Background: an optimization exercise with open tools, aiming at small area, a short achievable clock period and few clock cycles. Do not read the settings as production practice. RTL that was checked went through simulation tests only; none was proved equivalent to the original. For runs 1 and 2, only the layout was checked, not whether the RTL still works. Power figures rest on the tool's default switching activity, not on a simulated workload.

==> design/flow/design.v <==
module openblt_transport (
    input  wire         clk,
    input  wire         rst,             
    input  wire         cmd_valid,
    output wire         cmd_ready,
    input  wire [15:0]  cmd,
    input  wire [31:0]  arg_len,
    input  wire         dbuf_we,
    input  wire [255:0] dbuf_wdata,      
    output reg  [1:0]   status,
    output wire [31:0]  result,
    output wire [7:0]   pkt_len,
    output wire [255:0] pkt_data,        
    input  wire [31:0]  now_ms,
    input  wire [31:0]  now_tick,
    output reg          pf_rx_req,
    input  wire         pf_rx_valid,
    input  wire [7:0]   pf_rx_data,
    output reg          pf_tx_valid,
    output wire [7:0]   pf_tx_data,
    input  wire         pf_tx_done,
    input  wire         pf_tx_ok,
    output reg          mb_rx_req,
    input  wire         mb_rx_valid,
    input  wire [7:0]   mb_rx_data,
    output reg          mb_tx_valid,
    output reg          mb_tx_last,
    output wire [7:0]   mb_tx_data,
    input  wire         mb_tx_done,
    input  wire         mb_tx_ok,
    output reg          mb_de
);
    localparam [7:0]  NODE_ID       = 8'h01;
    localparam [7:0]  FUNCTION_CODE = 8'h50;
    localparam [31:0] MB_T35        = 32'd403;
    localparam [31:0] PF_TIMEOUT_MS = 32'd100;
    localparam [1:0] ST_OK = 2'd0, ST_RANGE = 2'd1, ST_HW = 2'd2, ST_ILLEGAL = 2'd3;
    localparam [2:0] S_IDLE  = 3'd0,    
                     S_POLL  = 3'd1,    
                     S_BLK   = 3'd2,    
                     S_PFTX  = 3'd3,    
                     S_INIT  = 3'd4,    
                     S_PRE   = 3'd5,    
                     S_MBTX  = 3'd6,    
                     S_POST  = 3'd7;    
    localparam [2:0] F_NODE = 3'd0, F_FC = 3'd1, F_LEN = 3'd2, F_PAY = 3'd3,
                     F_CLO  = 3'd4, F_CHI = 3'd5;
    function [15:0] crc_step;
        input [15:0] c;
        input [7:0]  b;
        integer k;
        reg [15:0] x;
        begin
            x = c ^ {8'h00, b};
            for (k = 0; k < 8; k = k + 1)
                x = x[0] ? ((x >> 1) ^ 16'hA001) : (x >> 1);
            crc_step = x;
        end
    endfunction
    reg        rdy;
    reg [2:0]  state;
    reg        poll_mb;         
    reg [5:0]  n_q;             
    reg [5:0]  idx;             
    reg [3:0]  maddr;           
    reg [15:0] wq;              
    reg [8:0]  wcnt;            
    reg [2:0]  phase;           
    reg        tx_fail;
    reg [7:0]  txd;             
    reg [15:0] crc_w;           
    reg [15:0] res;             
    reg [5:0]  pkt_len6;        
    reg        rxv_q;           
    reg [7:0]  rxd_q;
    reg        late_q;          
    reg [7:0]  dbuf  [0:31];
    reg [7:0]  pkt   [0:31];
    reg        pf_st;           
    reg [4:0]  pf_cnt;
    reg [5:0]  pf_exp;
    reg [31:0] pf_last_ms;
    reg [7:0]  pf_buf [0:31];
    reg [15:0] crc_reg;
    reg [5:0]  mb_cnt;
    reg        mb_sync;
    reg [31:0] mb_last_tick;
    reg [7:0]  mb_pay [0:31];
    reg        mb_hdr;          
    reg [5:0]  mb_len;          
    reg [7:0]  mb_b1, mb_b2;
    reg [15:0] crc_run;
    reg        mb_ok;           
    integer i;
    assign cmd_ready  = rdy;
    assign result     = {16'd0, res};
    assign pkt_len    = {2'b00, pkt_len6};
    assign pf_tx_data = txd;
    assign mb_tx_data = txd;
    genvar g;
    generate
        for (g = 0; g < 32; g = g + 1) begin : g_pkt
            assign pkt_data[8*g +: 8] = pkt[g];
        end
    endgenerate
    wire       acc    = cmd_valid & rdy;
    wire       imm0   = (cmd[7:0] == 8'h00);
    wire [7:0] hi     = cmd[15:8];
    wire d_pf_init  = imm0 && hi == 8'h10;
    wire d_pf_tx    = imm0 && hi == 8'h11;
    wire d_pf_poll  = imm0 && hi == 8'h12;
    wire d_crc_init = imm0 && hi == 8'h20;
    wire d_crc_byte = hi == 8'h21;
    wire d_crc_read = imm0 && hi == 8'h22;
    wire d_crc_blk  = imm0 && hi == 8'h23;
    wire d_mb_init  = imm0 && hi == 8'h30;
    wire d_mb_tx    = imm0 && hi == 8'h31;
    wire d_mb_poll  = imm0 && hi == 8'h32;
    wire d_t35      = imm0 && hi == 8'h33;
    wire d_legal    = d_pf_init | d_pf_tx | d_pf_poll | d_crc_init | d_crc_byte |
                      d_crc_read | d_crc_blk | d_mb_init | d_mb_tx | d_mb_poll | d_t35;
    wire len_hi0  = (arg_len[31:6] == 26'd0);
    wire len_le32 = len_hi0 && (!arg_len[5] || arg_len[4:0] == 5'd0);
    wire len_nz   = (arg_len != 32'd0);
    wire len_tx   = len_le32 && len_nz;
    wire [24:0] ms_hi_p1 = pf_last_ms[31:7] + 25'd1;
    wire [7:0]  ms_lim   = {1'b0, pf_last_ms[6:0]} + PF_TIMEOUT_MS[7:0];
    wire ms_ge   = (now_ms[6:0] >= pf_last_ms[6:0]);
    wire ms_near = ms_ge ? ((now_ms[31:7] == pf_last_ms[31:7]) && ({1'b0, now_ms[6:0]} < ms_lim))
                         : ((now_ms[31:7] == ms_hi_p1) && ms_lim[7] && (now_ms[6:0] < ms_lim[6:0]));
    wire pf_late = !ms_near;
    wire [22:0] tk_hi_p1 = mb_last_tick[31:9] + 23'd1;
    wire [9:0]  tk_lim   = {1'b0, mb_last_tick[8:0]} + MB_T35[9:0];
    wire tk_ge   = (now_tick[8:0] >= mb_last_tick[8:0]);
    wire tk_near = tk_ge ? ((now_tick[31:9] == mb_last_tick[31:9]) && ({1'b0, now_tick[8:0]} < tk_lim))
                         : ((now_tick[31:9] == tk_hi_p1) && tk_lim[9] && (now_tick[8:0] < tk_lim[8:0]));
    wire mb_late = !tk_near;
    wire       pf_st1    = pf_st & ~late_q;
    wire [5:0] pf_cnt_p1 = {1'b0, pf_cnt} + 6'd1;
    wire       pf_start  = rxv_q & ~pf_st1 & (rxd_q >= 8'd1) & (rxd_q <= 8'd32);
    wire       pf_del    = rxv_q & pf_st1 & (pf_cnt_p1 == pf_exp);
    wire       mb_clear  = late_q & ~mb_sync;
    wire       mb_sync1  = mb_sync & ~late_q;
    wire       mb_del    = mb_clear & mb_ok;
    wire [5:0] mb_cnt1   = mb_clear ? 6'd0 : mb_cnt;
    wire do_poll = (state == S_POLL);
    wire del_pf  = do_poll & ~poll_mb & pf_del;
    wire del_mb  = do_poll &  poll_mb & mb_del;
    wire [15:0] dword    = {dbuf[{maddr, 1'b1}], dbuf[{maddr, 1'b0}]};
    wire [7:0]  wbyte    = idx[0] ? wq[15:8] : wq[7:0];    
    wire [5:0]  idx_p2   = idx + 6'd2;
    wire        blk_one  = (idx + 6'd1 == n_q);      
    wire [15:0] crc_w_nx = crc_step(crc_w, txd);
    always @(posedge clk) begin
        if (dbuf_we && rdy)
            for (i = 0; i < 32; i = i + 1)
                dbuf[i] <= dbuf_wdata[8*i +: 8];
        if (rdy) begin
            pf_buf[pf_cnt] <= pf_rx_data;
            if (mb_cnt >= 6'd3 && mb_cnt <= 6'd34)
                mb_pay[mb_cnt - 6'd3] <= mb_rx_data;
        end
        for (i = 0; i < 32; i = i + 1) begin
            if (del_pf && i < pf_exp)
                pkt[i] <= pf_buf[i];
            else if (del_mb && i < mb_len)
                pkt[i] <= mb_pay[i];
        end
        if (del_pf)
            pkt_len6 <= pf_exp;
        else if (del_mb)
            pkt_len6 <= mb_len;
    end
    always @(posedge clk) begin
        rxv_q  <= cmd[13] ? mb_rx_valid : pf_rx_valid;
        rxd_q  <= cmd[13] ? mb_rx_data  : pf_rx_data;
        late_q <= cmd[13] ? mb_late     : pf_late;
    end
    always @(posedge clk) begin
        if (rst)
            mb_ok <= 1'b0;
        else
            mb_ok <= mb_hdr && ({1'b0, mb_len} + 7'd5 == {1'b0, mb_cnt}) &&
                     (crc_run == {mb_b1, mb_b2});
    end
    always @(posedge clk) begin
        if (rst) begin
            rdy         <= 1'b1;
            state       <= S_IDLE;
            status      <= ST_OK;
            res         <= 16'd0;
            pf_st       <= 1'b0;
            pf_cnt      <= 5'd0;
            crc_reg     <= 16'hFFFF;
            mb_cnt      <= 6'd0;
            mb_sync     <= 1'b0;
            mb_hdr      <= 1'b0;
            mb_de       <= 1'b0;
            pf_rx_req   <= 1'b0;
            mb_rx_req   <= 1'b0;
            pf_tx_valid <= 1'b0;
            mb_tx_valid <= 1'b0;
            mb_tx_last  <= 1'b0;
        end else begin
            case (state)
            S_IDLE: begin
                n_q     <= arg_len[5:0];
                idx     <= 6'd0;
                maddr   <= 4'd1;
                wq      <= (dbuf_we ? dbuf_wdata[15:0] : {dbuf[1], dbuf[0]});
                txd     <= cmd[13] ? NODE_ID : arg_len[7:0];
                phase   <= F_NODE;
                crc_w   <= 16'hFFFF;
                tx_fail <= 1'b0;
                wcnt    <= 9'd0;
              if (acc) begin
                status <= d_legal ? ST_OK : ST_ILLEGAL;
                if (d_pf_init) begin
                    pf_st  <= 1'b0;
                    pf_cnt <= 5'd0;
                end
                if (d_crc_init)
                    crc_reg <= 16'hFFFF;
                if (d_crc_byte)
                    crc_reg <= crc_step(crc_reg, cmd[7:0]);
                if (d_crc_read)
                    res <= crc_reg;
                if (d_t35)
                    res <= MB_T35[15:0];
                if (d_pf_poll | d_mb_poll) begin
                    rdy       <= 1'b0;
                    state     <= S_POLL;
                    poll_mb   <= d_mb_poll;
                    pf_rx_req <= d_pf_poll;
                    mb_rx_req <= d_mb_poll;
                    if (d_pf_poll && pf_rx_valid)
                        pf_last_ms <= now_ms;
                    if (d_mb_poll && mb_rx_valid)
                        mb_last_tick <= now_tick;
                end
                if (d_crc_blk) begin
                    if (!len_le32)
                        status <= ST_RANGE;
                    else if (len_nz) begin
                        rdy   <= 1'b0;
                        state <= S_BLK;
                    end
                end
                if (d_pf_tx) begin
                    if (!len_tx)
                        status <= ST_RANGE;
                    else begin
                        rdy         <= 1'b0;
                        state       <= S_PFTX;
                        pf_tx_valid <= 1'b1;
                    end
                end
                if (d_mb_tx) begin
                    if (!len_tx)
                        status <= ST_RANGE;
                    else begin
                        rdy   <= 1'b0;
                        state <= S_PRE;
                        mb_de <= 1'b1;
                    end
                end
                if (d_mb_init) begin
                    rdy       <= 1'b0;
                    state     <= S_INIT;
                    mb_cnt    <= 6'd0;
                    mb_sync   <= 1'b0;
                    mb_rx_req <= 1'b1;
                end
              end
            end
            S_POLL: begin
                rdy       <= 1'b1;
                state     <= S_IDLE;
                pf_rx_req <= 1'b0;
                mb_rx_req <= 1'b0;
                if (!poll_mb) begin
                    res <= {15'd0, pf_del};
                    if (!rxv_q) begin
                        pf_st <= pf_st1;
                        if (!pf_st1)
                            pf_cnt <= 5'd0;
                    end else if (!pf_st1) begin
                        pf_st  <= pf_start;
                        pf_cnt <= 5'd0;
                        pf_exp <= rxd_q[5:0];
                    end else if (pf_del) begin
                        pf_st  <= 1'b0;
                        pf_cnt <= 5'd0;
                    end else
                        pf_cnt <= pf_cnt + 5'd1;
                end else begin
                    res <= {15'd0, mb_del};
                    if (!rxv_q || mb_sync1) begin
                        mb_cnt  <= mb_cnt1;
                        mb_sync <= mb_sync1;
                    end else if (mb_cnt1 == 6'd37) begin
                        mb_cnt  <= 6'd0;
                        mb_sync <= 1'b1;
                    end else begin
                        mb_cnt  <= mb_cnt1 + 6'd1;
                        mb_sync <= 1'b0;
                        mb_b1   <= rxd_q;
                        mb_b2   <= mb_b1;
                        crc_run <= (mb_cnt1 < 6'd2) ? 16'hFFFF : crc_step(crc_run, mb_b2);
                        if (mb_cnt1 == 6'd0)
                            mb_hdr <= (rxd_q == NODE_ID);
                        if (mb_cnt1 == 6'd1)
                            mb_hdr <= mb_hdr & (rxd_q == FUNCTION_CODE);
                        if (mb_cnt1 == 6'd2) begin
                            mb_hdr <= mb_hdr & (rxd_q[7:6] == 2'b00) & (rxd_q != 8'd0);
                            mb_len <= rxd_q[5:0];
                        end
                    end
                end
            end
            S_BLK: begin
                crc_reg <= blk_one ? crc_step(crc_reg, wq[7:0])
                                   : crc_step(crc_step(crc_reg, wq[7:0]), wq[15:8]);
                idx     <= idx_p2;
                wq      <= dword;
                maddr   <= maddr + 4'd1;
                if (blk_one || idx_p2 == n_q) begin
                    rdy   <= 1'b1;
                    state <= S_IDLE;
                end
            end
            S_PFTX: if (pf_tx_done) begin
                if (!pf_tx_ok || idx == n_q) begin
                    pf_tx_valid <= 1'b0;
                    status      <= pf_tx_ok ? ST_OK : ST_HW;
                    rdy         <= 1'b1;
                    state       <= S_IDLE;
                end else begin
                    txd <= wbyte;
                    idx <= idx + 6'd1;
                    if (idx[0]) begin
                        wq    <= dword;
                        maddr <= maddr + 4'd1;
                    end
                end
            end
            S_INIT: begin
                if (mb_rx_valid)
                    wcnt <= 9'd0;
                else if (wcnt == MB_T35[8:0]) begin
                    mb_rx_req <= 1'b0;
                    rdy       <= 1'b1;
                    state     <= S_IDLE;
                end else
                    wcnt <= wcnt + 9'd1;
            end
            S_PRE: begin
                wcnt <= wcnt + 9'd1;
                if (wcnt[2:0] == 3'd4) begin
                    mb_tx_valid <= 1'b1;
                    state       <= S_MBTX;
                end
            end
            S_MBTX: if (mb_tx_done) begin
                if (!mb_tx_ok || phase == F_CHI) begin
                    mb_tx_valid <= 1'b0;
                    mb_tx_last  <= 1'b0;
                    tx_fail     <= !mb_tx_ok;
                    wcnt        <= 9'd0;
                    state       <= S_POST;
                end else begin
                    if (phase != F_CLO)
                        crc_w <= crc_w_nx;
                    case (phase)
                    F_NODE: begin txd <= FUNCTION_CODE; phase <= F_FC; end
                    F_FC:   begin txd <= {2'b00, n_q};  phase <= F_LEN; end
                    F_CLO:  begin txd <= crc_w[15:8];   phase <= F_CHI; mb_tx_last <= 1'b1; end
                    default: begin  
                        phase <= F_PAY;
                        if (idx == n_q) begin
                            txd   <= crc_w_nx[7:0];
                            phase <= F_CLO;
                        end else begin
                            txd <= wbyte;
                            idx <= idx + 6'd1;
                            if (idx[0]) begin
                                wq    <= dword;
                                maddr <= maddr + 4'd1;
                            end
                        end
                    end
                    endcase
                end
            end
            S_POST: begin
                wcnt <= wcnt + 9'd1;
                if (wcnt[1:0] == 2'd2) begin
                    mb_de  <= 1'b0;
                    status <= tx_fail ? ST_HW : ST_OK;
                    rdy    <= 1'b1;
                    state  <= S_IDLE;
                end
            end
            default: begin
                rdy   <= 1'b1;
                state <= S_IDLE;
            end
            endcase
        end
    end
endmodule
==> design/flow/flow/run.sh <==
#!/bin/bash
set -euo pipefail
export BUFFER_PORTS_ARGS="-buffer_cell sky130_fd_sc_hd__buf_1"
export SETUP_SLACK_MARGIN="${FLOW_SETUP_MARGIN:-6.7}"
bash standard.sh > standard.log 2>&1
==> design/flow/standard.sh <==
#!/bin/bash
# synth_recipe.tcl (not shown) runs the flow's synth.tcl, then flattens the netlist and writes it again
# the make line also repeats each setting of config.mk as NAME=value (left out here)
make -C /OpenROAD-flow-scripts/flow DESIGN_CONFIG=/design/flow/config.mk WORK_HOME=/design/flow/orfs CLKGATE_MAP_FILE= SYNTH_SCRIPT=/design/flow/synth_recipe.tcl "${@:-finish}"
==> design/flow/config.mk <==
export PLATFORM = sky130hd
export DESIGN_NAME = openblt_transport
export DESIGN_NICKNAME = openblt_transport
export VERILOG_FILES = /design/flow/design.v
export SDC_FILE = /design/flow/constraint.sdc
export NUM_CORES = 4
export LEC_CHECK = 0
export CAP_MARGIN = 20
export CORE_MARGIN = 2
export CORE_UTILIZATION = 50
export CTS_CLUSTER_DIAMETER = 80
export CTS_CLUSTER_SIZE = 30
export SLEW_MARGIN = 20
==> design/flow/constraint.sdc <==
create_clock -name core_clock -period 10.0 [get_ports {clk}]
set_input_delay 2.0000 -clock core_clock [delete_from_list [all_inputs] [get_ports {clk}]]
set_output_delay 2.0000 -clock core_clock [all_outputs]
set_load 0.01 [all_outputs]
==> metrics.cfg, run 1 <==
[outcome]
status=timing/DRC/antenna clean

[sta]
max_freq_mhz=261.5
period_share_pct=38.24
fin_tns_setup_ns=0
fin_ws_ns=6.176
grt_setup_unrepaired=yes
fin_skew_ns=0.02198
drv_slew=0
fin_crit_ns=3.824
setup_violations=0
hold_viol=0
worst_pin_slew_ns=1.117
slew_headroom_pct=24.83

[clocking]
cts_tree=built
cts_buffers=57
path_clk_slew_ns=0.11
clk_latency_ns=0.70
cts_root_buf=clkbuf_16
htreeDepth=2
clkSinkCount=1277
clockBufferDepth=3

[synth]
synth_ff_type=edfxtp_1
yosysTopAreaCell=edfxtp_1
yosysSeqAreaShare_pct=72.25
synthTopCellsByCount=edfxtp_1 (1208), mux2_2 (265), nor2_1 (230)
muxShareOfSynthArea_pct=6.494
synthXorXnorAreaFrac_pct=3.925
ys_ff_latch=1277
yosys_warnings=3
synth_compound_area_share_pct=6.782
synth_edf_count=1208
synthArstFlopShare_pct=0
synth_top_family_by_area=simple AND/OR/NAND/NOR gates
ys_types=95
synth_cells=3377
yosys.area_share.simple_pct=7.433
synth_most_common_cell=edfxtp_1
synth_top_area_share_pct=69.60
synth_area_leaders=edfxtp_1 (70%), mux2_2 (5.7%), dfxtp_1 (2.7%)
syn_area_per_cell_sq_um=15.43
synth_fa_ha_area_share_pct=1.368
synth_area_sq_mm=0.05212

[place]
io_buffers=696
dp_hpwl_mm=105.0
place.gp.congestion=0.8874
pre_cts_ws_ns=4.699

[critical_path]
max_stage_delay_ns=0.49
crit-reg2reg-launch=mb_last_tick[10]
path_common_cell=o21a_1
crit_type=in -> reg
required_ns=10.61
worst-path-buf-inv=1
path_cells=buf_8 -> ha_4 -> nor2b_4 -> o21a_1 -> o21a_1 -> o21ai_1 -> nand2_1 -> a221oi_2 -> or4b_4 -> o41a_1 -> a22o_1
endpoint_kind=flip-flop
cp_data_arrival_time_ns=4.43
rr_worst_depth=10
r2r_end=late_q
setup.worst_path.start=now_tick[1]
crit_slowest_cell=or4b_4
startpoint_type=input pin
path_max_fanout=2
cpLargestDelayFamily=compound AO/OA/AOI/OAI gates
ff2ff_setup_slack_ns=6.41

[layout]
drive_above_1_share_pct=19.81
syn2layout_area_growth_pct=15.27
nNetsFinal=4575

[global_route]
grt_pass1_vias=30768
overflow=0
grt_start_max_net_pins=79
grt_pass1_wl_mm=217.9
grt_use_total_pct=28.33
antenna_found_initial=18

[floorplan]
initial_core_util_pct=50.36
design.core.area_sq_mm=0.1035
die_area_sq_mm=0.1068
num_rows=118
die_h_um=326.9
die-width_um=326.9
io_pins=715

[hold_path]
min_to=status[1]
min_path_type=reg -> reg
hold_depth=2
hold_start=status[1]

[power_and_ir_drop]
p_int_w=0.008228
netSwitchingPower_w=0.003455
power-per-cell-area_mw_per_mm2=194.5
switching_share_pct=29.57
p_seq_share_pct=53.9
max-vdd-ir-drop_mv=0.2105
combPwrFrac_pct=21.2
p_leak_nw=19.80
clkPwrFrac_pct=24.9

[route]
first_pass_iters=6
wl_mm=155.1
drc=0
routedWlPerCell_um=27.97
antenna_left=0
num_vias=32126
via_per_inst=5.794
drt_iter0_markers=3394

[run]
drv_cap=0

-- layer usage --
layer,part of all wire (%),up-vias,GRT usage [%]
met5,0.025,-,0
met4,3.7,6,9.872
met3,6.4,241,4.068
met2,50,1380,48.20
met1,40,16116,37.37
li1,-,14383,-
-- power by group through the flow --
stage | Combinational (W) | Sequential, W | Clock [W]
floorplan | 0.00168 | 0.00631 | 0
global placement | 0.00233 | 0.00643 | 0
detailed placement | 0.00234 | 0.00643 | 0
CTS | 0.00243 | 0.00629 | 0.00295
global route | 0.00266 | 0.00632 | 0.00311
finish | 0.00248 | 0.00630 | 0.00291
-- worst reg2reg max path, stage by stage, from the launching register on --
cell and delay (ns):
edfxtp_1 0.47, ha_1 0.32, and4_1 0.37, nand4_4 0.19
or3_4 0.44, nor2_4 0.11, xnor2_1 0.07, a2111o_1 0.35
or4b_4 0.48, o41a_1 0.46, a22o_1 0.24
-- cells in the final DEF, fill, tap and decap left out, types with 29 or more instances in the layout --
master / n
ha_1: 54
buf_4: 104
edfxtp_1: 1208
a22oi_1: 61
buf_1: 517
xnor2_1: 123
o211ai_1: 30
nor3_1: 34
inv_1: 53
nand2_1: 183
xor2_1: 89
nand2b_1: 35
o21ai_0: 72
a21oi_1: 103
clkbuf_16: 58
buf_2: 37
buf_6: 29
dfxtp_1: 51
clkbuf_2: 112
nor2_1: 220
nand3_1: 63
nand4_1: 33
mux2i_1: 40
mux2_2: 265
-- how the worst max path moves through the flow --
stage / end / slack [ns] / depth (start not counted)
after floorplan: dbuf[0][0] / 5.62 / 2
after global placement: dbuf[20][1] / 4.83 / 4
after detailed placement: dbuf[20][1] / 4.70 / 4
after CTS: late_q / 6.10 / 11
after global routing: late_q / 6.13 / 11
final: late_q / 6.18 / 11
-- cells by family after synthesis --
kind of cell	count (synthesis)
flops	1277
buf+inv	204
other cells	1
xor+xnor	228
simple gates	788
fa+ha+maj	57
compound gates	517
mux	305
-- metrics by stage --
step	total power (W)	instances	area [sq um]	utilization, %	hold WS [ns]
final	0.01168	5545	60080	58.05	0.4627
after global placement	0.008759	5376	56770	54.86	0.4405
after CTS	0.01167	5500	59410	57.40	0.4652
after global routing	0.01209	5543	60070	58.04	0.4847
after floorplan	0.007997	3394	52830	-	0.4438
after detailed placement	0.008764	5377	56780	54.86	0.4532
-- final cells by class --
| class | instances | area [sq um] |
|---|---|---|
| repair buffers | 814 | 4059 |
| fillers | 8308 | 43420 |
| clock buffers | 58 | 1430 |
| flip-flops and latches | 1277 | 37690 |
| multi-input cells | 1920 | 14540 |
| inverters | 54 | 202.7 |
| diodes | 16 | 40.04 |
| well taps | 1380 | 1727 |
| clock inverters | 26 | 394.1 |
-- timing repair --
action | CTS | global route
resized for setup | 168 | 176
hold buffers | 0 | 0
pin swaps | 26 | 32
cloned | 5 | 3
buffers inserted | 34 | 26
setup endpoints to repair | 972 | 558
==> run 2: changes to the inputs <==
--- a/design/flow/design.v
+++ b/design/flow/design.v
@@ -61,6 +61,8 @@
     reg [2:0]  state;
     reg        poll_mb;         
     reg [5:0]  n_q;             
+    reg        len_ok_q;        
+    reg        len_le_q;        
     reg [5:0]  idx;             
     reg [3:0]  maddr;           
     reg [15:0] wq;              
@@ -71,9 +73,10 @@
     reg [15:0] crc_w;           
     reg [15:0] res;             
     reg [5:0]  pkt_len6;        
+    reg        pf_init_q;       
     reg        rxv_q;           
     reg [7:0]  rxd_q;
-    reg        late_q;          
+    reg        pf_a_q, pf_b_q, pf_g_q, mb_a_q, mb_b_q, mb_g_q;
     reg [7:0]  dbuf  [0:31];
     reg [7:0]  pkt   [0:31];
     reg        pf_st;           
@@ -121,26 +124,26 @@
                       d_crc_read | d_crc_blk | d_mb_init | d_mb_tx | d_mb_poll | d_t35;
     wire len_hi0  = (arg_len[31:6] == 26'd0);
     wire len_le32 = len_hi0 && (!arg_len[5] || arg_len[4:0] == 5'd0);
-    wire len_nz   = (arg_len != 32'd0);
+    wire len_nz   = (arg_len[5:0] != 6'd0);
     wire len_tx   = len_le32 && len_nz;
     wire [24:0] ms_hi_p1 = pf_last_ms[31:7] + 25'd1;
     wire [7:0]  ms_lim   = {1'b0, pf_last_ms[6:0]} + PF_TIMEOUT_MS[7:0];
-    wire ms_ge   = (now_ms[6:0] >= pf_last_ms[6:0]);
-    wire ms_near = ms_ge ? ((now_ms[31:7] == pf_last_ms[31:7]) && ({1'b0, now_ms[6:0]} < ms_lim))
-                         : ((now_ms[31:7] == ms_hi_p1) && ms_lim[7] && (now_ms[6:0] < ms_lim[6:0]));
-    wire pf_late = !ms_near;
+    wire pf_a = (now_ms[31:7] == pf_last_ms[31:7]) && ({1'b0, now_ms[6:0]} < ms_lim);
+    wire pf_b = (now_ms[31:7] == ms_hi_p1) && ms_lim[7] && (now_ms[6:0] < ms_lim[6:0]);
+    wire pf_g = (now_ms[6:0] >= pf_last_ms[6:0]);
     wire [22:0] tk_hi_p1 = mb_last_tick[31:9] + 23'd1;
     wire [9:0]  tk_lim   = {1'b0, mb_last_tick[8:0]} + MB_T35[9:0];
-    wire tk_ge   = (now_tick[8:0] >= mb_last_tick[8:0]);
-    wire tk_near = tk_ge ? ((now_tick[31:9] == mb_last_tick[31:9]) && ({1'b0, now_tick[8:0]} < tk_lim))
-                         : ((now_tick[31:9] == tk_hi_p1) && tk_lim[9] && (now_tick[8:0] < tk_lim[8:0]));
-    wire mb_late = !tk_near;
-    wire       pf_st1    = pf_st & ~late_q;
+    wire mb_a = (now_tick[31:9] == mb_last_tick[31:9]) && ({1'b0, now_tick[8:0]} < tk_lim);
+    wire mb_b = (now_tick[31:9] == tk_hi_p1) && tk_lim[9] && (now_tick[8:0] < tk_lim[8:0]);
+    wire mb_g = (now_tick[8:0] >= mb_last_tick[8:0]);
+    wire pf_late = !(pf_g_q ? pf_a_q : pf_b_q);
+    wire mb_late = !(mb_g_q ? mb_a_q : mb_b_q);
+    wire       pf_st1    = pf_st & ~pf_late;
     wire [5:0] pf_cnt_p1 = {1'b0, pf_cnt} + 6'd1;
     wire       pf_start  = rxv_q & ~pf_st1 & (rxd_q >= 8'd1) & (rxd_q <= 8'd32);
     wire       pf_del    = rxv_q & pf_st1 & (pf_cnt_p1 == pf_exp);
-    wire       mb_clear  = late_q & ~mb_sync;
-    wire       mb_sync1  = mb_sync & ~late_q;
+    wire       mb_clear  = mb_late & ~mb_sync;
+    wire       mb_sync1  = mb_sync & ~mb_late;
     wire       mb_del    = mb_clear & mb_ok;
     wire [5:0] mb_cnt1   = mb_clear ? 6'd0 : mb_cnt;
     wire do_poll = (state == S_POLL);
@@ -149,8 +152,15 @@
     wire [15:0] dword    = {dbuf[{maddr, 1'b1}], dbuf[{maddr, 1'b0}]};
     wire [7:0]  wbyte    = idx[0] ? wq[15:8] : wq[7:0];    
     wire [5:0]  idx_p2   = idx + 6'd2;
-    wire        blk_one  = (idx + 6'd1 == n_q);      
+    wire        blk_one  = (idx + 6'd1 == n_q);           
     wire [15:0] crc_w_nx = crc_step(crc_w, txd);
+    reg [31:0] pk_en_pf, pk_en_mb;
+    always @(*) begin
+        for (i = 0; i < 32; i = i + 1) begin
+            pk_en_pf[i] = del_pf && i < pf_exp;
+            pk_en_mb[i] = del_mb && i < mb_len;
+        end
+    end
     always @(posedge clk) begin
         if (dbuf_we && rdy)
             for (i = 0; i < 32; i = i + 1)
@@ -160,21 +170,21 @@
             if (mb_cnt >= 6'd3 && mb_cnt <= 6'd34)
                 mb_pay[mb_cnt - 6'd3] <= mb_rx_data;
         end
-        for (i = 0; i < 32; i = i + 1) begin
-            if (del_pf && i < pf_exp)
-                pkt[i] <= pf_buf[i];
-            else if (del_mb && i < mb_len)
-                pkt[i] <= mb_pay[i];
-        end
-        if (del_pf)
-            pkt_len6 <= pf_exp;
-        else if (del_mb)
-            pkt_len6 <= mb_len;
+        for (i = 0; i < 32; i = i + 1)
+            pkt[i] <= ({8{pk_en_pf[i]}} & pf_buf[i]) | ({8{pk_en_mb[i]}} & mb_pay[i]) |
+                      ({8{~(pk_en_pf[i] | pk_en_mb[i])}} & pkt[i]);
+        pkt_len6 <= ({6{del_pf}} & pf_exp) | ({6{del_mb}} & mb_len) |
+                    ({6{~(del_pf | del_mb)}} & pkt_len6);
     end
     always @(posedge clk) begin
         rxv_q  <= cmd[13] ? mb_rx_valid : pf_rx_valid;
         rxd_q  <= cmd[13] ? mb_rx_data  : pf_rx_data;
-        late_q <= cmd[13] ? mb_late     : pf_late;
+        pf_a_q <= pf_a;
+        pf_b_q <= pf_b;
+        pf_g_q <= pf_g;
+        mb_a_q <= mb_a;
+        mb_b_q <= mb_b;
+        mb_g_q <= mb_g;
     end
     always @(posedge clk) begin
         if (rst)
@@ -183,6 +193,34 @@
             mb_ok <= mb_hdr && ({1'b0, mb_len} + 7'd5 == {1'b0, mb_cnt}) &&
                      (crc_run == {mb_b1, mb_b2});
     end
+    reg       txd_ld;
+    reg [7:0] txd_val;
+    always @(*) begin
+        txd_ld  = 1'b0;
+        txd_val = 8'h00;
+        case (state)
+        S_IDLE: begin
+            txd_ld  = 1'b1;
+            txd_val = cmd[13] ? NODE_ID : arg_len[7:0];
+        end
+        S_PFTX: begin
+            txd_ld  = pf_tx_done && pf_tx_ok;
+            txd_val = wbyte;
+        end
+        S_MBTX: begin
+            txd_ld = mb_tx_done && mb_tx_ok;
+            case (phase)
+            F_NODE:  txd_val = FUNCTION_CODE;
+            F_FC:    txd_val = {2'b00, n_q};
+            F_CLO:   txd_val = crc_w[15:8];
+            default: txd_val = (idx == n_q) ? crc_w_nx[7:0] : wbyte;
+            endcase
+        end
+        default: ;
+        endcase
+    end
+    always @(posedge clk)
+        txd <= ({8{txd_ld}} & txd_val) | ({8{~txd_ld}} & txd);
     always @(posedge clk) begin
         if (rst) begin
             rdy         <= 1'b1;
@@ -191,6 +229,7 @@
             res         <= 16'd0;
             pf_st       <= 1'b0;
             pf_cnt      <= 5'd0;
+            pf_init_q   <= 1'b0;
             crc_reg     <= 16'hFFFF;
             mb_cnt      <= 6'd0;
             mb_sync     <= 1'b0;
@@ -202,23 +241,26 @@
             mb_tx_valid <= 1'b0;
             mb_tx_last  <= 1'b0;
         end else begin
+            pf_init_q <= acc & d_pf_init;
+            if (pf_init_q) begin
+                pf_st  <= 1'b0;
+                pf_cnt <= 5'd0;
+            end
             case (state)
             S_IDLE: begin
-                n_q     <= arg_len[5:0];
-                idx     <= 6'd0;
-                maddr   <= 4'd1;
-                wq      <= (dbuf_we ? dbuf_wdata[15:0] : {dbuf[1], dbuf[0]});
-                txd     <= cmd[13] ? NODE_ID : arg_len[7:0];
-                phase   <= F_NODE;
-                crc_w   <= 16'hFFFF;
-                tx_fail <= 1'b0;
-                wcnt    <= 9'd0;
+                n_q      <= arg_len[5:0];
+                len_ok_q <= len_tx;
+                len_le_q <= len_le32;
+                idx      <= 6'd0;
+                maddr    <= 4'd1;
+                wq       <= (dbuf_we ? dbuf_wdata[15:0] : {dbuf[1], dbuf[0]});
+                phase    <= F_NODE;
+                crc_w    <= 16'hFFFF;
+                tx_fail  <= 1'b0;
+                wcnt     <= 9'd0;
               if (acc) begin
-                status <= d_legal ? ST_OK : ST_ILLEGAL;
-                if (d_pf_init) begin
-                    pf_st  <= 1'b0;
-                    pf_cnt <= 5'd0;
-                end
+                status <= !d_legal ? ST_ILLEGAL :
+                          ((d_pf_tx | d_mb_tx) & !len_tx) ? ST_RANGE : ST_OK;
                 if (d_crc_init)
                     crc_reg <= 16'hFFFF;
                 if (d_crc_byte)
@@ -239,36 +281,22 @@
                         mb_last_tick <= now_tick;
                 end
                 if (d_crc_blk) begin
-                    if (!len_le32)
-                        status <= ST_RANGE;
-                    else if (len_nz) begin
-                        rdy   <= 1'b0;
-                        state <= S_BLK;
-                    end
+                    rdy   <= 1'b0;
+                    state <= S_BLK;
                 end
-                if (d_pf_tx) begin
-                    if (!len_tx)
-                        status <= ST_RANGE;
-                    else begin
-                        rdy         <= 1'b0;
-                        state       <= S_PFTX;
-                        pf_tx_valid <= 1'b1;
-                    end
+                if (d_pf_tx && len_tx) begin
+                    rdy         <= 1'b0;
+                    state       <= S_PFTX;
+                    pf_tx_valid <= 1'b1;
                 end
-                if (d_mb_tx) begin
-                    if (!len_tx)
-                        status <= ST_RANGE;
-                    else begin
-                        rdy   <= 1'b0;
-                        state <= S_PRE;
-                        mb_de <= 1'b1;
-                    end
+                if (d_mb_tx && len_tx) begin
+                    rdy   <= 1'b0;
+                    state <= S_PRE;
+                    mb_de <= 1'b1;
                 end
                 if (d_mb_init) begin
                     rdy       <= 1'b0;
                     state     <= S_INIT;
-                    mb_cnt    <= 6'd0;
-                    mb_sync   <= 1'b0;
                     mb_rx_req <= 1'b1;
                 end
               end
@@ -319,14 +347,16 @@
                 end
             end
             S_BLK: begin
-                crc_reg <= blk_one ? crc_step(crc_reg, wq[7:0])
-                                   : crc_step(crc_step(crc_reg, wq[7:0]), wq[15:8]);
-                idx     <= idx_p2;
-                wq      <= dword;
-                maddr   <= maddr + 4'd1;
-                if (blk_one || idx_p2 == n_q) begin
-                    rdy   <= 1'b1;
-                    state <= S_IDLE;
+                if (len_ok_q)
+                    crc_reg <= blk_one ? crc_step(crc_reg, wq[7:0])
+                                       : crc_step(crc_step(crc_reg, wq[7:0]), wq[15:8]);
+                idx   <= idx_p2;
+                wq    <= dword;
+                maddr <= maddr + 4'd1;
+                if (!len_ok_q || blk_one || idx_p2 == n_q) begin
+                    status <= len_le_q ? ST_OK : ST_RANGE;
+                    rdy    <= 1'b1;
+                    state  <= S_IDLE;
                 end
             end
             S_PFTX: if (pf_tx_done) begin
@@ -336,7 +366,6 @@
                     rdy         <= 1'b1;
                     state       <= S_IDLE;
                 end else begin
-                    txd <= wbyte;
                     idx <= idx + 6'd1;
                     if (idx[0]) begin
                         wq    <= dword;
@@ -345,6 +374,8 @@
                 end
             end
             S_INIT: begin
+                mb_cnt  <= 6'd0;
+                mb_sync <= 1'b0;
                 if (mb_rx_valid)
                     wcnt <= 9'd0;
                 else if (wcnt == MB_T35[8:0]) begin
@@ -372,16 +403,14 @@
                     if (phase != F_CLO)
                         crc_w <= crc_w_nx;
                     case (phase)
-                    F_NODE: begin txd <= FUNCTION_CODE; phase <= F_FC; end
-                    F_FC:   begin txd <= {2'b00, n_q};  phase <= F_LEN; end
-                    F_CLO:  begin txd <= crc_w[15:8];   phase <= F_CHI; mb_tx_last <= 1'b1; end
+                    F_NODE: phase <= F_FC;
+                    F_FC:   phase <= F_LEN;
+                    F_CLO:  begin phase <= F_CHI; mb_tx_last <= 1'b1; end
                     default: begin  
                         phase <= F_PAY;
-                        if (idx == n_q) begin
-                            txd   <= crc_w_nx[7:0];
+                        if (idx == n_q)
                             phase <= F_CLO;
-                        end else begin
-                            txd <= wbyte;
+                        else begin
                             idx <= idx + 6'd1;
                             if (idx[0]) begin
                                 wq    <= dword;
==> run 2 against run 1 <==
- still clean on timing, DRC and antenna
- sequential power is 7.5% lower
- routed wire length down 1.3%
- clock power about the same
- maximum frequency rose by 2.5%
- power down 21%
- via count grew 8.9%
- synthesized cell count is 17% higher
- core utilization increased by 0.47 points
- design area down 2.3%
- combinational power fell by 82%
- critical path type unchanged
- largest power group unchanged
==> metrics.cfg, run 2 <==
[synth]
syn_area_per_cell_sq_um=12.81  ; -17%
synthArstFlopShare_pct=0  ; unchanged
synth_cells=3952  ; +17%
yosysSeqAreaShare_pct=69.55  ; -2.7 points
synth_area_sq_mm=0.05063  ; -2.9%
synth_area_leaders=edfxtp_1 (56%), dfxtp_1 (13%), nand2_1 (5.1%)
yosysTopAreaCell=edfxtp_1
synth_edf_count=948  ; -22%
ys_ff_latch=1285  ; +0.63%
ys_types=79  ; -17%
synth_top_area_share_pct=56.22  ; -13 points
yosys_warnings=3  ; unchanged
synth_most_common_cell=edfxtp_1
synthTopCellsByCount=edfxtp_1 (948), nand2_1 (686), dfxtp_1 (337)
synth_ff_type=edfxtp_1

[global_route]
antenna_found_initial=14  ; -4
overflow=0  ; unchanged
grt_pass1_vias=33012  ; +7.3%
grt_pass1_wl_mm=219.0  ; +0.51%
grt_use_total_pct=28.70  ; +0.37 points
grt_start_max_net_pins=84  ; +6.3%

[floorplan]
initial_core_util_pct=50.48  ; +0.13 points
die_area_sq_mm=0.1038  ; -2.8%
design.core.area_sq_mm=0.1003  ; -3.1%
die-width_um=322.2  ; -1.4%
num_rows=116  ; -1.7%
die_h_um=322.2  ; -1.4%
io_pins=715  ; unchanged

[place]
dp_hpwl_mm=104.1  ; -0.82%
place.gp.congestion=0.9150  ; +3.1%
placed_area_sq_mm=0.05510  ; -3.0%
io_buffers=696  ; unchanged

[sta]
slew_headroom_pct=9.908  ; -15 points
fin_tns_setup_ns=0  ; unchanged
period_share_pct=37.29  ; -0.95 points
fin_skew_ns=0.03112  ; +0.009142 ns
hold_viol=0  ; unchanged
fin_crit_ns=3.729  ; -0.09472 ns
drv_slew=0  ; unchanged
grt_setup_unrepaired=yes
worst_pin_slew_ns=1.341  ; +0.2239 ns
setup_violations=0  ; unchanged
max_freq_mhz=268.1  ; +2.5%

[critical_path]
cpLargestDelayFamily=compound AO/OA/AOI/OAI gates
path_max_fanout=8  ; +6
path_cells=buf_6 -> or3b_4 -> or3_1 -> a211o_1 -> a211o_4 -> a2111oi_4 -> a2111oi_2 -> and3_4 -> a311o_1 -> nand2_1
r2r_end=state[2]
crit_slowest_cell=or3b_4
endpoint=state[2]
crit_type=in -> reg
endpoint_kind=flip-flop
setup.worst_path.start=cmd[15]
startpoint_type=input pin
cp_data_arrival_time_ns=4.36  ; -0.07 ns
required_ns=10.63  ; +0.02 ns
crit-reg2reg-launch=idx[0]
ff2ff_setup_slack_ns=6.67  ; +0.26 ns
path_depth=10  ; -1
worst-path-buf-inv=1  ; unchanged
max_stage_delay_ns=0.39  ; -0.10 ns
rr_worst_depth=10  ; unchanged

[route]
drt_iter0_markers=3533  ; +4.1%
drc=0  ; unchanged
num_vias=35000  ; +8.9%
wl_mm=153.1  ; -1.3%
routedWlPerCell_um=25.02  ; -11%
antenna_left=0  ; unchanged
via_per_inst=5.718  ; -1.3%
first_pass_iters=5  ; -1

[power_and_ir_drop]
power-per-cell-area_mw_per_mm2=156.5  ; -20%
power_w=0.009183  ; -21%
max-vdd-ir-drop_mv=0.1654  ; -21%
p_leak_nw=20.87  ; +5.4%

[hold_path]
min_path_type=reg -> reg

[layout]
drive_above_1_share_pct=13.60  ; -6.2 points
syn2layout_area_growth_pct=15.92
num-fill-cells=8344  ; +0.43%
postLayoutCellArea_sq_mm=0.05869  ; -2.3%
nNetsFinal=5157  ; +13%
regArea_sq_mm=0.03538  ; -6.1%
final_common_cell=edfxtp_1
multi_input_area_sq_mm=0.01531  ; +5.3%
final_cell_mix=edfxtp_1 (948), nand2_1 (680), buf_1 (516)

[clocking]
holdBufCountCts=0  ; unchanged
cts_root_buf=clkbuf_16
htreeDepth=2  ; unchanged
clk_latency_ns=0.71  ; about the same
cts_buffers=55  ; -3.5%
cts_tree=built
path_clk_slew_ns=0.10  ; about the same
clkSinkCount=1285  ; +0.63%
clockBufferDepth=3  ; unchanged

[outcome]
status=timing/DRC/antenna clean

[run]
drv_cap=0  ; unchanged

## run 2: cell types whose count changed after synthesis, sizes merged, moves of 31 or more
cell	before	now
a21oi	110	156
a22oi	62	331
dfxtp	69	337
edfxtp	1208	948
mux2	265	16
nand2	192	686
nor2	231	288
o21ai	110	70
xnor2	134	165
## run 2: worst min-delay path by stage
stage                      start          to  slack [ns]  cells after the start
floorplan           mb_pay[0][0]   pkt[0][0]        0.43                      2
CTS                    pkt[6][7]   pkt[6][7]        0.45                      2
detailed placement     pkt[6][7]   pkt[6][7]        0.43                      2
global route           pkt[6][3]   pkt[6][3]        0.46                      2
finish                 pkt[0][0]   pkt[0][0]        0.45                      2
global placement      pkt[24][0]  pkt[24][0]        0.43                      2
## run 2: per-stage QoR
stage                     instances  hold slack [ns]  setup WS (ns)  util, %
final                          6121           0.4451          6.271    58.52
after global routing           6119           0.4599          6.205    58.52
after CTS                      6066           0.4472          6.314    57.70
after detailed placement       5929           0.4321          4.373    54.94
after global placement         5929           0.4294          4.382    54.94
after floorplan                3969           0.4321          5.598        -
## run 2: cells by family (layout without fill, tap and decap cells)
family / count (synthesis) / after routing / synth area share [%]
AO/OA/AOI/OAI: 762 / 765 / 10.41
XOR/XNOR: 248 / 248 / 4.372
adder cells (fa/ha/maj): 57 / 57 / 1.409
buffers and inverters: 220 / 995 / 1.846
flip-flops: 1285 / 1285 / 69.55
multiplexers: 41 / 41 / 0.8501
other: 1 / 31 / 0.007407
AND/OR/NAND/NOR: 1338 / 1342 / 11.56
## run 2: layer usage
metal	up-vias	wire length [um]	global-route usage (%)
met3	237	10330	3.698
met2	1485	75720	48.85
met4	2	6294	11.30
met5	-	15	0
met1	17196	60770	37.48
li1	16080	-	-
## run 2: area by class of cell
type | count | area share, %
multi-input combinational | 2471 | 26.08
timing repair buffer | 833 | 7.137
inverter | 60 | 0.3965
sequential | 1285 | 60.27
tap | 1357 | 2.893
clock inverter | 20 | 0.5521
clock buffer | 82 | 2.607
antenna | 13 | 0.05543
## run 2: report_power, final
| part | leakage [nW] | internal (W) | switching (W) | total [W] |
|---|---|---|---|---|
| logic | 8.47 | 0.000158 | 0.000286 | 0.000444 |
| clock network | 0.890 | 0.00118 | 0.00173 | 0.00291 |
| registers | 11.5 | 0.00579 | 0.0000426 | 0.00583 |
| total | 20.9 | 0.00713 | 0.00205 | 0.00918 |
## run 2: worst register-to-register path, delay by kind of cell, from the launching register on
family | cells | cell delay, ns
simple gates | 4 | 0.60
compound gates | 5 | 1.43
flops | 1 | 0.80
fa+ha+maj | 1 | 0.38
## run 2: what timing repair did
action                                  4_1_cts  5_1_grt
cloned                                        6        4
pin swaps                                    14       27
endpoints found under the setup margin      738      578
buffers inserted                             29       38
gates resized for setup                     306      142
==> run 3: changes to the inputs <==
--- a/design/flow/design.v
+++ b/design/flow/design.v
@@ -74,6 +74,9 @@
     reg [15:0] res;             
     reg [5:0]  pkt_len6;        
     reg        pf_init_q;       
+    reg        crc_init_q;      
+    reg        crc_byte_q;      
+    reg [7:0]  imm_q;           
     reg        rxv_q;           
     reg [7:0]  rxd_q;
     reg        pf_a_q, pf_b_q, pf_g_q, mb_a_q, mb_b_q, mb_g_q;
@@ -106,26 +109,22 @@
             assign pkt_data[8*g +: 8] = pkt[g];
         end
     endgenerate
-    wire       acc    = cmd_valid & rdy;
-    wire       imm0   = (cmd[7:0] == 8'h00);
-    wire [7:0] hi     = cmd[15:8];
-    wire d_pf_init  = imm0 && hi == 8'h10;
-    wire d_pf_tx    = imm0 && hi == 8'h11;
-    wire d_pf_poll  = imm0 && hi == 8'h12;
-    wire d_crc_init = imm0 && hi == 8'h20;
-    wire d_crc_byte = hi == 8'h21;
-    wire d_crc_read = imm0 && hi == 8'h22;
-    wire d_crc_blk  = imm0 && hi == 8'h23;
-    wire d_mb_init  = imm0 && hi == 8'h30;
-    wire d_mb_tx    = imm0 && hi == 8'h31;
-    wire d_mb_poll  = imm0 && hi == 8'h32;
-    wire d_t35      = imm0 && hi == 8'h33;
-    wire d_legal    = d_pf_init | d_pf_tx | d_pf_poll | d_crc_init | d_crc_byte |
-                      d_crc_read | d_crc_blk | d_mb_init | d_mb_tx | d_mb_poll | d_t35;
-    wire len_hi0  = (arg_len[31:6] == 26'd0);
-    wire len_le32 = len_hi0 && (!arg_len[5] || arg_len[4:0] == 5'd0);
-    wire len_nz   = (arg_len[5:0] != 6'd0);
-    wire len_tx   = len_le32 && len_nz;
+    wire       c_acc, c_rdy, c_pf_req, c_mb_req, c_pf_txv, c_mb_de;
+    wire       c_pf_init, c_crc_init, c_crc_byte, c_rd, c_t35;
+    wire       c_pf_last, c_mb_last, c_len_ok, c_len_le;
+    wire [2:0] c_state;
+    wire [1:0] c_status;
+    openblt_transport_dec u_dec (
+        .cmd_valid(cmd_valid), .rdy(rdy), .cmd(cmd), .arg_len(arg_len),
+        .pf_rx_valid(pf_rx_valid), .mb_rx_valid(mb_rx_valid),
+        .acc(c_acc), .rdy_nx(c_rdy), .state_nx(c_state), .status_nx(c_status),
+        .pf_req(c_pf_req), .mb_req(c_mb_req), .pf_txv(c_pf_txv), .mb_de(c_mb_de),
+        .pf_init(c_pf_init), .crc_init(c_crc_init), .crc_byte(c_crc_byte),
+        .rd(c_rd), .t35(c_t35), .pf_last_we(c_pf_last), .mb_last_we(c_mb_last),
+        .len_ok(c_len_ok), .len_le(c_len_le)
+    );
+    wire [15:0] crc_now = crc_init_q ? 16'hFFFF :
+                          crc_byte_q ? crc_step(crc_reg, imm_q) : crc_reg;
     wire [24:0] ms_hi_p1 = pf_last_ms[31:7] + 25'd1;
     wire [7:0]  ms_lim   = {1'b0, pf_last_ms[6:0]} + PF_TIMEOUT_MS[7:0];
     wire pf_a = (now_ms[31:7] == pf_last_ms[31:7]) && ({1'b0, now_ms[6:0]} < ms_lim);
@@ -185,6 +184,7 @@
         mb_a_q <= mb_a;
         mb_b_q <= mb_b;
         mb_g_q <= mb_g;
+        imm_q  <= cmd[7:0];
     end
     always @(posedge clk) begin
         if (rst)
@@ -193,34 +193,12 @@
             mb_ok <= mb_hdr && ({1'b0, mb_len} + 7'd5 == {1'b0, mb_cnt}) &&
                      (crc_run == {mb_b1, mb_b2});
     end
-    reg       txd_ld;
-    reg [7:0] txd_val;
-    always @(*) begin
-        txd_ld  = 1'b0;
-        txd_val = 8'h00;
-        case (state)
-        S_IDLE: begin
-            txd_ld  = 1'b1;
-            txd_val = cmd[13] ? NODE_ID : arg_len[7:0];
-        end
-        S_PFTX: begin
-            txd_ld  = pf_tx_done && pf_tx_ok;
-            txd_val = wbyte;
-        end
-        S_MBTX: begin
-            txd_ld = mb_tx_done && mb_tx_ok;
-            case (phase)
-            F_NODE:  txd_val = FUNCTION_CODE;
-            F_FC:    txd_val = {2'b00, n_q};
-            F_CLO:   txd_val = crc_w[15:8];
-            default: txd_val = (idx == n_q) ? crc_w_nx[7:0] : wbyte;
-            endcase
-        end
-        default: ;
-        endcase
+    always @(posedge clk) begin
+        if (c_pf_last)
+            pf_last_ms <= now_ms;
+        if (c_mb_last)
+            mb_last_tick <= now_tick;
     end
-    always @(posedge clk)
-        txd <= ({8{txd_ld}} & txd_val) | ({8{~txd_ld}} & txd);
     always @(posedge clk) begin
         if (rst) begin
             rdy         <= 1'b1;
@@ -230,6 +208,8 @@
             pf_st       <= 1'b0;
             pf_cnt      <= 5'd0;
             pf_init_q   <= 1'b0;
+            crc_init_q  <= 1'b0;
+            crc_byte_q  <= 1'b0;
             crc_reg     <= 16'hFFFF;
             mb_cnt      <= 6'd0;
             mb_sync     <= 1'b0;
@@ -241,65 +221,41 @@
             mb_tx_valid <= 1'b0;
             mb_tx_last  <= 1'b0;
         end else begin
-            pf_init_q <= acc & d_pf_init;
+            pf_init_q  <= c_pf_init;
+            crc_init_q <= c_crc_init;
+            crc_byte_q <= c_crc_byte;
             if (pf_init_q) begin
                 pf_st  <= 1'b0;
                 pf_cnt <= 5'd0;
             end
+            if (state != S_BLK)
+                crc_reg <= crc_now;
             case (state)
             S_IDLE: begin
                 n_q      <= arg_len[5:0];
-                len_ok_q <= len_tx;
-                len_le_q <= len_le32;
+                len_ok_q <= c_len_ok;
+                len_le_q <= c_len_le;
                 idx      <= 6'd0;
                 maddr    <= 4'd1;
                 wq       <= (dbuf_we ? dbuf_wdata[15:0] : {dbuf[1], dbuf[0]});
+                txd      <= cmd[13] ? NODE_ID : arg_len[7:0];
                 phase    <= F_NODE;
                 crc_w    <= 16'hFFFF;
                 tx_fail  <= 1'b0;
                 wcnt     <= 9'd0;
-              if (acc) begin
-                status <= !d_legal ? ST_ILLEGAL :
-                          ((d_pf_tx | d_mb_tx) & !len_tx) ? ST_RANGE : ST_OK;
-                if (d_crc_init)
-                    crc_reg <= 16'hFFFF;
-                if (d_crc_byte)
-                    crc_reg <= crc_step(crc_reg, cmd[7:0]);
-                if (d_crc_read)
-                    res <= crc_reg;
-                if (d_t35)
+                poll_mb  <= cmd[13];
+                rdy         <= c_rdy;
+                state       <= c_state;
+                pf_rx_req   <= c_pf_req;
+                mb_rx_req   <= c_mb_req;
+                pf_tx_valid <= c_pf_txv;
+                mb_de       <= c_mb_de;
+                if (c_acc)
+                    status <= c_status;
+                if (c_rd)
+                    res <= crc_now;
+                if (c_t35)
                     res <= MB_T35[15:0];
-                if (d_pf_poll | d_mb_poll) begin
-                    rdy       <= 1'b0;
-                    state     <= S_POLL;
-                    poll_mb   <= d_mb_poll;
-                    pf_rx_req <= d_pf_poll;
-                    mb_rx_req <= d_mb_poll;
-                    if (d_pf_poll && pf_rx_valid)
-                        pf_last_ms <= now_ms;
-                    if (d_mb_poll && mb_rx_valid)
-                        mb_last_tick <= now_tick;
-                end
-                if (d_crc_blk) begin
-                    rdy   <= 1'b0;
-                    state <= S_BLK;
-                end
-                if (d_pf_tx && len_tx) begin
-                    rdy         <= 1'b0;
-                    state       <= S_PFTX;
-                    pf_tx_valid <= 1'b1;
-                end
-                if (d_mb_tx && len_tx) begin
-                    rdy   <= 1'b0;
-                    state <= S_PRE;
-                    mb_de <= 1'b1;
-                end
-                if (d_mb_init) begin
-                    rdy       <= 1'b0;
-                    state     <= S_INIT;
-                    mb_rx_req <= 1'b1;
-                end
-              end
             end
             S_POLL: begin
                 rdy       <= 1'b1;
@@ -366,6 +322,7 @@
                     rdy         <= 1'b1;
                     state       <= S_IDLE;
                 end else begin
+                    txd <= wbyte;
                     idx <= idx + 6'd1;
                     if (idx[0]) begin
                         wq    <= dword;
@@ -403,14 +360,16 @@
                     if (phase != F_CLO)
                         crc_w <= crc_w_nx;
                     case (phase)
-                    F_NODE: phase <= F_FC;
-                    F_FC:   phase <= F_LEN;
-                    F_CLO:  begin phase <= F_CHI; mb_tx_last <= 1'b1; end
+                    F_NODE: begin txd <= FUNCTION_CODE; phase <= F_FC; end
+                    F_FC:   begin txd <= {2'b00, n_q};  phase <= F_LEN; end
+                    F_CLO:  begin txd <= crc_w[15:8];   phase <= F_CHI; mb_tx_last <= 1'b1; end
                     default: begin  
                         phase <= F_PAY;
-                        if (idx == n_q)
+                        if (idx == n_q) begin
+                            txd   <= crc_w_nx[7:0];
                             phase <= F_CLO;
-                        else begin
+                        end else begin
+                            txd <= wbyte;
                             idx <= idx + 6'd1;
                             if (idx[0]) begin
                                 wq    <= dword;
@@ -438,3 +397,67 @@
         end
     end
 endmodule
+module openblt_transport_dec (
+    input  wire        cmd_valid,
+    input  wire        rdy,
+    input  wire [15:0] cmd,
+    input  wire [31:0] arg_len,
+    input  wire        pf_rx_valid,
+    input  wire        mb_rx_valid,
+    output wire        acc,          
+    output wire        rdy_nx,
+    output wire [2:0]  state_nx,
+    output wire [1:0]  status_nx,    
+    output wire        pf_req,
+    output wire        mb_req,
+    output wire        pf_txv,
+    output wire        mb_de,
+    output wire        pf_init,
+    output wire        crc_init,
+    output wire        crc_byte,
+    output wire        rd,           
+    output wire        t35,          
+    output wire        pf_last_we,   
+    output wire        mb_last_we,   
+    output wire        len_ok,       
+    output wire        len_le        
+);
+    wire       imm0 = (cmd[7:0] == 8'h00);
+    wire [7:0] hi   = cmd[15:8];
+    assign acc = cmd_valid & rdy;
+    wire d_pf_init  = imm0 && hi == 8'h10;
+    wire d_pf_tx    = imm0 && hi == 8'h11;
+    wire d_pf_poll  = imm0 && hi == 8'h12;
+    wire d_crc_init = imm0 && hi == 8'h20;
+    wire d_crc_byte = hi == 8'h21;
+    wire d_crc_read = imm0 && hi == 8'h22;
+    wire d_crc_blk  = imm0 && hi == 8'h23;
+    wire d_mb_init  = imm0 && hi == 8'h30;
+    wire d_mb_tx    = imm0 && hi == 8'h31;
+    wire d_mb_poll  = imm0 && hi == 8'h32;
+    wire d_t35      = imm0 && hi == 8'h33;
+    wire d_legal    = d_pf_init | d_pf_tx | d_pf_poll | d_crc_init | d_crc_byte |
+                      d_crc_read | d_crc_blk | d_mb_init | d_mb_tx | d_mb_poll | d_t35;
+    wire len_hi0  = (arg_len[31:6] == 26'd0);
+    assign len_le = len_hi0 && (!arg_len[5] || arg_len[4:0] == 5'd0);
+    assign len_ok = len_le && (arg_len[5:0] != 6'd0);
+    wire go_poll = acc & (d_pf_poll | d_mb_poll);
+    wire go_blk  = acc & d_crc_blk;
+    wire go_pftx = acc & d_pf_tx & len_ok;
+    wire go_mbtx = acc & d_mb_tx & len_ok;
+    wire go_init = acc & d_mb_init;
+    assign rdy_nx    = !(go_poll | go_blk | go_pftx | go_mbtx | go_init);
+    assign state_nx  = {go_init | go_mbtx, go_blk | go_pftx, go_poll | go_pftx | go_mbtx};
+    assign status_nx = !d_legal ? 2'd3 : ((d_pf_tx | d_mb_tx) & !len_ok) ? 2'd1 : 2'd0;
+    assign pf_req    = acc & d_pf_poll;
+    assign mb_req    = acc & (d_mb_poll | d_mb_init);
+    assign pf_txv    = go_pftx;
+    assign mb_de     = go_mbtx;
+    assign pf_init   = acc & d_pf_init;
+    assign crc_init  = acc & d_crc_init;
+    assign crc_byte  = acc & d_crc_byte;
+    assign rd        = acc & d_crc_read;
+    assign t35       = acc & d_t35;
+    assign pf_last_we = acc & d_pf_poll & pf_rx_valid;
+    assign mb_last_we = acc & d_mb_poll & mb_rx_valid;
+endmodule
--- a/design/flow/config.mk
+++ b/design/flow/config.mk
@@ -11,3 +11,4 @@
 export CTS_CLUSTER_DIAMETER = 80
 export CTS_CLUSTER_SIZE = 30
 export SLEW_MARGIN = 20
+export SYNTH_HIERARCHICAL = 1
==> run 3 against run 2 <==
- still clean
- clock power about the same
- register-to-register slack better by 0.16 ns
- design area up 0.76%
- routed wire length down 0.59%
- count of clock-buffer cells in the layout down 1
- core utilization down 0.64 points
==> metrics.cfg, run 3 <==
[clocking]
htreeDepth=2  ; unchanged
cts_buffers=56  ; +1.8%
holdBufCountCts=0  ; unchanged
clkSinkCount=1295  ; +0.78%
cts_tree=built
cts_root_buf=clkbuf_16
clockBufferDepth=3  ; unchanged
path_clk_slew_ns=0.11  ; about the same
clk_latency_ns=0.73  ; +0.02 ns

[critical_path]
r2r_end=wq[5]
startpoint_type=flip-flop
cp_data_arrival_time_ns=1.41  ; -2.95 ns
endpoint_kind=output port
worst-path-buf-inv=1  ; unchanged
max_stage_delay_ns=0.52  ; +0.13 ns
path_max_fanout=3  ; -5
crit_slowest_cell=edfxtp_1
ff2ff_setup_slack_ns=6.83  ; +0.16 ns
endpoint=pf_tx_data[5]
crit_type=reg -> out
setup.worst_path.start=txd[5]
path_cells=buf_1
cpLargestDelayFamily=flip-flops
required_ns=8.00  ; -2.63 ns
rr_worst_depth=9  ; -1
path_depth=1  ; -9
crit-reg2reg-launch=maddr[0]

[power_and_ir_drop]
p_leak_nw=22.17  ; +6.2%
max-vdd-ir-drop_mv=0.1933  ; +17%
power-per-cell-area_mw_per_mm2=155.4  ; -0.65%

[sta]
grt_setup_unrepaired=yes
setup_violations=0  ; unchanged
max_freq_mhz=292.9  ; +9.2%
fin_ws_ns=6.586  ; +0.3154 ns
drv_slew=0  ; unchanged
period_share_pct=34.14  ; -3.2 points
slew_headroom_pct=27.75  ; +18 points
fin_tns_setup_ns=0  ; unchanged
fin_skew_ns=0.03725  ; +0.006128 ns
hold_viol=0  ; unchanged
worst_pin_slew_ns=1.078  ; -0.2631 ns
fin_crit_ns=3.414  ; -0.3154 ns

[hold_path]
min_path_type=reg -> reg

[synth]
synthArstFlopShare_pct=0  ; unchanged
synth_most_common_cell=edfxtp_1
yosysTopAreaCell=edfxtp_1
synthTopCellsByCount=edfxtp_1 (948), dfxtp_1 (347), nor2_1 (335)
synth_cells=3830  ; -3.1%
synth_edf_count=948  ; unchanged
yosysSeqAreaShare_pct=68.57  ; -0.98 points
synth_top_area_share_pct=55.12  ; -1.1 points
yosys_warnings=9  ; +6
ys_types=87  ; +10%
synth_ff_type=edfxtp_1
ys_ff_latch=1295  ; +0.78%
synth_area_sq_mm=0.05165  ; +2.0%
syn_area_per_cell_sq_um=13.48  ; +5.3%
synth_area_leaders=edfxtp_1 (55%), dfxtp_1 (13%), a22o_1 (3.9%)

[place]
place.gp.congestion=0.8620  ; -5.8%
pre_cts_ws_ns=5.346  ; +0.9732 ns
dp_hpwl_mm=104.5  ; +0.37%
dpl.cell_count=5794  ; -2.3%
io_buffers=696  ; unchanged

[global_route]
use_met1_pct=36.42  ; -1.1 points
use_met2_pct=47.43  ; -1.4 points
grt_start_max_net_pins=97  ; +15%
grt_use_total_pct=27.84  ; -0.86 points
antenna_found_initial=21  ; +7
met3_usage_pct=5.391  ; +1.7 points
grt_pass1_vias=33045  ; +0.10%
grt_pass1_wl_mm=219.2  ; +0.10%
overflow=0  ; unchanged
gr-max-usage-layer=met2

[route]
routedWlPerCell_um=25.55  ; +2.1%
drt_iter0_markers=3773  ; +6.8%
drc=0  ; unchanged
antenna_left=0  ; unchanged
wl_mm=152.2  ; -0.59%
num_vias=34431  ; -1.6%
first_pass_iters=6  ; +1
via_per_inst=5.780  ; +1.1%

[run]
drv_cap=0  ; unchanged

[layout]
final_common_cell=edfxtp_1
fin_cells=5957  ; -2.7%
syn2layout_area_growth_pct=14.51
nNetsFinal=4978  ; -3.5%
num-fill-cells=8589  ; +2.9%
multi_input_area_sq_mm=0.01571  ; +2.6%
final_cell_mix=edfxtp_1 (948), buf_1 (488), nor2_1 (317)
regArea_sq_mm=0.03561  ; +0.67%
drive_above_1_share_pct=13.99  ; +0.39 points

[floorplan]
num_rows=117  ; +0.86%
io_pins=715  ; unchanged
die_area_sq_mm=0.1059  ; +2.0%
die_h_um=325.4  ; +0.99%
die-width_um=325.4  ; +0.99%
initial_core_util_pct=50.54  ; +0.061 points
design.core.area_sq_mm=0.1022  ; +1.9%

[outcome]
status=timing/DRC/antenna clean

run 3: cell count changes in the layout (fill, tap and decap cells not counted), moves of 22 or more:
cell / delta
a22o_1: +212
nand2_1: -482
nor2_1: +61
buf_4: -29
buf_2: -22
buf_1: -28
a211oi_1: +22
o21ai_0: +46
a22oi_1: -223
a21o_1: +209
clkbuf_2: +29
inv_1: +40
run 3: modules after synthesis, one instance, submodules excluded:
module / flip-flops and latches / times used
openblt_transport: 1295 / 1
openblt_transport_dec: 0 / 1
run 3: how the worst min path moves through the flow:
stage                        from    endpoint  cells after the start
detailed placement      pkt[4][2]   pkt[4][2]                      1
global route           pkt[14][4]  pkt[14][4]                      1
finish                 pkt[21][2]  pkt[21][2]                      1
CTS                    pkt[14][4]  pkt[14][4]                      1
global placement       pkt[11][0]  pkt[11][0]                      1
floorplan           mb_pay[31][0]  pkt[31][0]                      2
run 3: area by class of cell:
| cell class | count | share of cell area (%) |
|---|---|---|
| Sequential cell | 1295 | 60.22 |
| Multi-Input combinational cell | 2291 | 26.57 |
| Timing Repair Buffer | 785 | 6.544 |
| Tap cell | 1368 | 2.894 |
| Clock buffer | 81 | 2.562 |
| Inverter | 98 | 0.6220 |
| Clock inverter | 25 | 0.5310 |
| Antenna cell | 14 | 0.05924 |
run 3: cells by family (layout without fill, tap and decap cells):
logic type	after synthesis	in the layout	share of synthesized area, %
adders and majority gates	57	57	1.381
buffers and inverters	266	989	2.144
muxes	50	50	1.015
AOI/OAI and AO/OA	1025	1025	14.45
and+or+nand+nor	891	896	8.184
other	1	32	0.007261
DFF	1295	1295	68.57
xor gates and xnor gates	245	245	4.254
run 3: where the power goes:
| part | switching (W) | total, W | internal, W |
|---|---|---|---|
| Clock | 0.00176 | 0.00289 | 0.00113 |
| Combinational | 0.000276 | 0.000434 | 0.000158 |
| Sequential | 0.0000408 | 0.00587 | 0.00583 |
run 3: layer usage:
metal | wire, um | up-vias
met5 | 105 | -
met1 | 61880 | 17003
met4 | 4235 | 16
li1 | - | 15794
met2 | 75010 | 1369
met3 | 11000 | 249
run 3: repair_timing:
item | CTS | global route
setup endpoints to repair | 736 | 435
resized for setup | 324 | 140
pin swaps | 12 | 3
gates cloned | 5 | 1
buffers inserted | 24 | 13
run 3: per-stage QoR:
step           hold WS [ns]  area [sq um]  total power [W]  utilization, %
3_5_place_dp         0.4371         55910         0.006417           54.71
3_3_place_gp         0.4320         55910         0.006414           54.71
2_1_floorplan        0.4196         51930         0.006205               -
4_1_cts              0.4595         58700         0.009233           57.45
5_1_grt              0.4717         59130         0.009452           57.87
6_report             0.4540         59140         0.009193           57.88
Testbench counts of run 3, summed over its fixed seeds: cycles 67,156.

[what the ideal ports hide]
The flow's constraints put no driver on any port. The routed layouts listed below were extracted and timed again, unchanged, in two steps.
Step 1, drivers: a clkbuf_16 drives clk and a buf_2 each remaining input, both assumed.
Step 2 adds t to the input delays and takes it off the output delays; t is the mean of the earliest and latest rising clock arrival at the registers after step 1. Input paths then give back, and output paths get back, about the clock's delay inside the block.
Three values: ideal, step 1, step 2; two values: the first two.
run	shift t [ns]	setup slack, ns	pins driven straight from the clock port
run 1	0.764	6.176 / 6.208 / 5.444	1
run 2	0.768	6.271 / 6.313 / 5.546	1
run 3	0.784	6.586 / 6.516 / 5.847	1
After both steps every run listed still meets setup and hold. For run 3, which loses most, drivers alone change the setup slack by -0.070 ns; drivers and shift together by -0.739 ns.
